From an optimization exercise on the open Yosys and OpenROAD flow, aimed at small area, a short achievable clock period and few clock cycles; shortcuts taken in it are not production practice. Only simulation tests tie the RTL to the original design; equivalence was not proved. Power and IR drop assume default switching activity.

==> flow/design.v (excerpt) <==
module sidc (
    input  wire        clk,
    input  wire        rst,       
    input  wire        req,
    input  wire        we,
    input  wire        wide,      
    input  wire [10:0] addr,
    input  wire [31:0] wdata,
    output reg         ack,
    output reg         err,
    output reg  [31:0] rdata
);
    localparam integer RSV   = 40;
    localparam integer MACS  = 8;
    localparam integer TOTAL = 30 + RSV + 6 * MACS;   
    localparam integer SPAN  = TOTAL - 4;             
    localparam [31:0]  TAG_LIT = 32'h43434944;        
    localparam [31:0]  PARAMS  = (RSV << 16) | (MACS << 8) | TOTAL;
    localparam integer DATE_OFF = 18;
    localparam [31:0]  ZERO_CRC = 32'h472AF91E;       
    localparam [7:0] OP_NOP        = 8'h00;
    localparam [7:0] OP_SOFT_RESET = 8'h01;
    localparam [7:0] OP_CRC_INIT   = 8'h10;
    localparam [7:0] OP_CRC_BYTE   = 8'h11;
    localparam [7:0] OP_CRC_WORD   = 8'h12;
    localparam [7:0] OP_DATE_ENC   = 8'h20;
    localparam [7:0] OP_DATE_DEC   = 8'h21;
  ...
==> flow/config.mk <==
export PLATFORM = sky130hd
export DESIGN_NAME = sidc
export DESIGN_NICKNAME = sidc
export VERILOG_FILES = /design/flow/design.v
export SDC_FILE = /design/flow/constraint.sdc
export NUM_CORES = 8
export LEC_CHECK = 0
export CAP_MARGIN = 25
export CORE_MARGIN = 2
export CORE_UTILIZATION = 25
export CTS_BUF_LIST = sky130_fd_sc_hd__clkbuf_8
export CTS_CLUSTER_DIAMETER = 60
export CTS_CLUSTER_SIZE = 12
export PLACE_DENSITY = 0.4
export SETUP_SLACK_MARGIN = 4.5
export SLEW_MARGIN = 30
==> flow/constraint.sdc <==
create_clock -name core_clock -period 10.0 [get_ports {clk}]
set_input_delay 2.0000 -clock core_clock [delete_from_list [all_inputs] [get_ports {clk}]]
set_output_delay 2.0000 -clock core_clock [all_outputs]
set_load 0.01 [all_outputs]
standard.sh (not shown) runs the stock make flow with config.mk's settings and CLKGATE_MAP_FILE= SYNTH_SCRIPT=/design/flow/synth_recipe.tcl, a recipe that flattens the netlist after the stock synthesis.
==> flow/flow/run.sh <==
#!/bin/bash
# Own layout flow: the standard ORFS flow (standard.sh), with two changes:
# the buffers ORFS puts on the input and output ports are buf_4 cells
# (buffer_ports otherwise picks slow delay cells such as clkdlybuf4s50_1), and
# the antenna repair after detailed routing may take up to 10 rounds instead
# of 5. Everything make prints goes to standard.log; ORFS keeps each step's
# own log under orfs/logs/.
set -euo pipefail
export BUFFER_PORTS_ARGS="-buffer_cell sky130_fd_sc_hd__buf_4"
export MAX_REPAIR_ANTENNAS_ITER_DRT=10
bash standard.sh > standard.log 2>&1
Testbench counts at the start, summed over its fixed seeds: cycles 15,094.
Then changed:
- CORE_UTILIZATION: 25 -> 30
- PLACE_DENSITY: 0.4 -> 0.65
Result: The new run ran to the end with no violations; worst setup slack gains 0.056 ns; sequential cell count is unchanged; synthesized area does not change; worst hold slack gains 0.035 ns; core utilization grows by 5.2 points.
Then changed:
- CAP_MARGIN: 25 -> 30
- CTS_CLUSTER_SIZE: 12 -> 10
- PLACE_DENSITY: 0.65 -> 0.45
- SETUP_SLACK_MARGIN: 4.5 -> 4.2
- SLEW_MARGIN: 30 -> 40
Outcome: Core utilization barely changes. Total power rose by 5.2%. Worst setup slack gets worse by 0.14 ns. Global-route usage rose by 5.8 points. Wire length rose by 14%. Count of clock-buffer cells in the layout rose by 61. Cell area is about the same. Area after synthesis stays the same.
Then changed:
- CAP_MARGIN: 30 -> 25
- CTS_CLUSTER_SIZE: 10 -> 12
- SETUP_SLACK_MARGIN: 4.2 -> 4.8
- SLEW_MARGIN: 40 -> 30
=> Combinational power barely changes. Routed wire length falls by 2.2%. Sequential cell count is unchanged. Setup slack gets worse by 0.0095 ns. Synthesized cell count does not change. Synthesized area does not change.

Setup of harbor:
sidc again, from the RTL that the note above started with.
Settings: LEC_CHECK=0, CAP_MARGIN=25, CORE_MARGIN=2, CORE_UTILIZATION=30, CTS_BUF_LIST=sky130_fd_sc_hd__clkbuf_8, CTS_CLUSTER_DIAMETER=60, CTS_CLUSTER_SIZE=12, PLACE_DENSITY=0.75, SETUP_SLACK_MARGIN=4.5, SLEW_MARGIN=30; clock period 10.0 ns.
Scripts as last shown in full above: flow/flow/run.sh
harbor finished every step from synthesis to the final layout, and the layout passed the timing, DRC and antenna checks.
Testbench counts of harbor, summed over its fixed seeds: cycles 15,094.
#### Input delta (violet over harbor)
Settings: changing PLACE_DENSITY from 0.75 to 0.45.
==> summary.txt <==
violet: PASS, flow complete, no timing, DRC or antenna violations. Taking harbor as the reference, in violet post-layout instance count excluding filler cells went down about 0.4%; combinational power went down about 8%; part of the cycle the worst path needs went down 0.53 points; time the worst path needs with I/O delays and setup went down 0.053 ns. pc[5] as the endpoint of the most critical setup path was reported by harbor, and pc[3] by violet. Via count normalized by instance count sits lower in violet than in harbor.
[inputs] lagoon vs violet
Settings: a change of SETUP_SLACK_MARGIN from 4.5 to 5.0.
## What came out
Number of clock buffers in the layout of lagoon is on par with violet.
Compare lagoon and violet | global-route usage higher: violet
lagoon vs violet, share of total power in combinational logic went up by 0.2 points.
Re tightest hold margin: lagoon is 0.0052 ns up on violet.
Cmp lagoon and violet / smallest setup slack after layout / lower: lagoon
lagoon gives more summed area of non-filler cells in the final layout than violet did.
The via count of the first global-routing pass was comparable across lagoon and violet.
Combined buffer and inverter count along the critical path on lagoon is up relative to violet.
Diff violet -> lagoon | area used by multi-input combinational logic | increase of 3.1%
Inputs modified between lagoon and amber:
Settings: SETUP_SLACK_MARGIN now 4.5, was 5.0; PLACE_DENSITY now 0.55, was 0.45.
### Flow results
Taking amber over lagoon, the wire length of the first global-routing pass ratio works out to 0.875.
Relative to lagoon, the clock-buffer cell count of amber is lower by about 12%.
NOTE via count of the first global-routing pass lagoon->amber decreased by a few percent
pc[7] as the endpoint of the worst setup timing path was reported by amber, and pc[2] by lagoon.
Re final area: amber is about 5% down on lagoon.
In the metrics for amber and lagoon, the one carrying the higher aggregate global-route resource usage is lagoon.
amber has completed all stages; timing, DRC and antenna checks passed.
On setup slack: between amber and lagoon, it ends up lower for lagoon.
Compared with lagoon, amber shows a higher worst-case setup slack after placement.
Of amber and lagoon, the run reporting the higher total power of the final layout was lagoon.
Between lagoon and amber, HPWL after detailed placement decreased.
Modified inputs, willow compared to amber
Settings: a change of CTS_CLUSTER_SIZE from 12 to 10; a change of SLEW_MARGIN from 30 to 40; a change of PLACE_DENSITY from 0.55 to 0.45; a change of CAP_MARGIN from 25 to 30.
==> summary.txt <==
The non-clock buffer count number comes out higher for willow vs amber. Compared with amber, routed wire length in willow increased by more than 10%. Changes observed in willow relative to amber: fraction of layout instances using a drive strength above 1 rose 3.4 points; placed cell area rose 2400 um2; power density normalized to cell area fell about 0.5%; largest fanout of any net on the critical path about even; total sequential power about even.

separate check: timing with driven ports:
The flow's constraints put no driver on any port. The routed layouts listed below were extracted and timed again, unchanged, in two steps.
Step 1 sets driving cells, clkbuf_16 on the clock port and buf_2 on the other inputs (assumed; they add their load-dependent delay and slew).
Step 2 also shifts input and output timing later by t, the mid clock arrival at the registers, as if the neighbouring blocks saw the same clock.
a / b / c = ideal ports / drivers / drivers and shift; a / b = the first two.
run | shift t [ns] | slack for setup (ns) | cell pins on the clock port's net
the first run of note 1 | 1.375 | 4.077 / 4.040 / 2.665 | 1
the second run of note 1 | 1.262 | 4.133 / 4.192 / 2.930 | 1
the third run of note 1 | 1.328 | 3.990 / 4.061 / 2.733 | 1
the fourth run of note 1 | 1.343 | 3.980 / 3.980 / 2.670 | 1
harbor | 1.339 | 4.122 / 4.192 / 2.853 | 1
violet | 1.308 | 4.175 / 4.173 / 2.865 | 1
lagoon | 1.353 | 3.990 / 4.020 / 2.680 | 1
amber | 1.258 | 4.109 / 4.165 / 2.907 | 1
willow | 1.325 | 4.057 / 4.093 / 2.768 | 1
After both steps setup and hold are still met in every run listed. For the first run of note 1, which loses most, drivers alone change the setup slack by -0.037 ns; drivers and shift together by -1.412 ns.
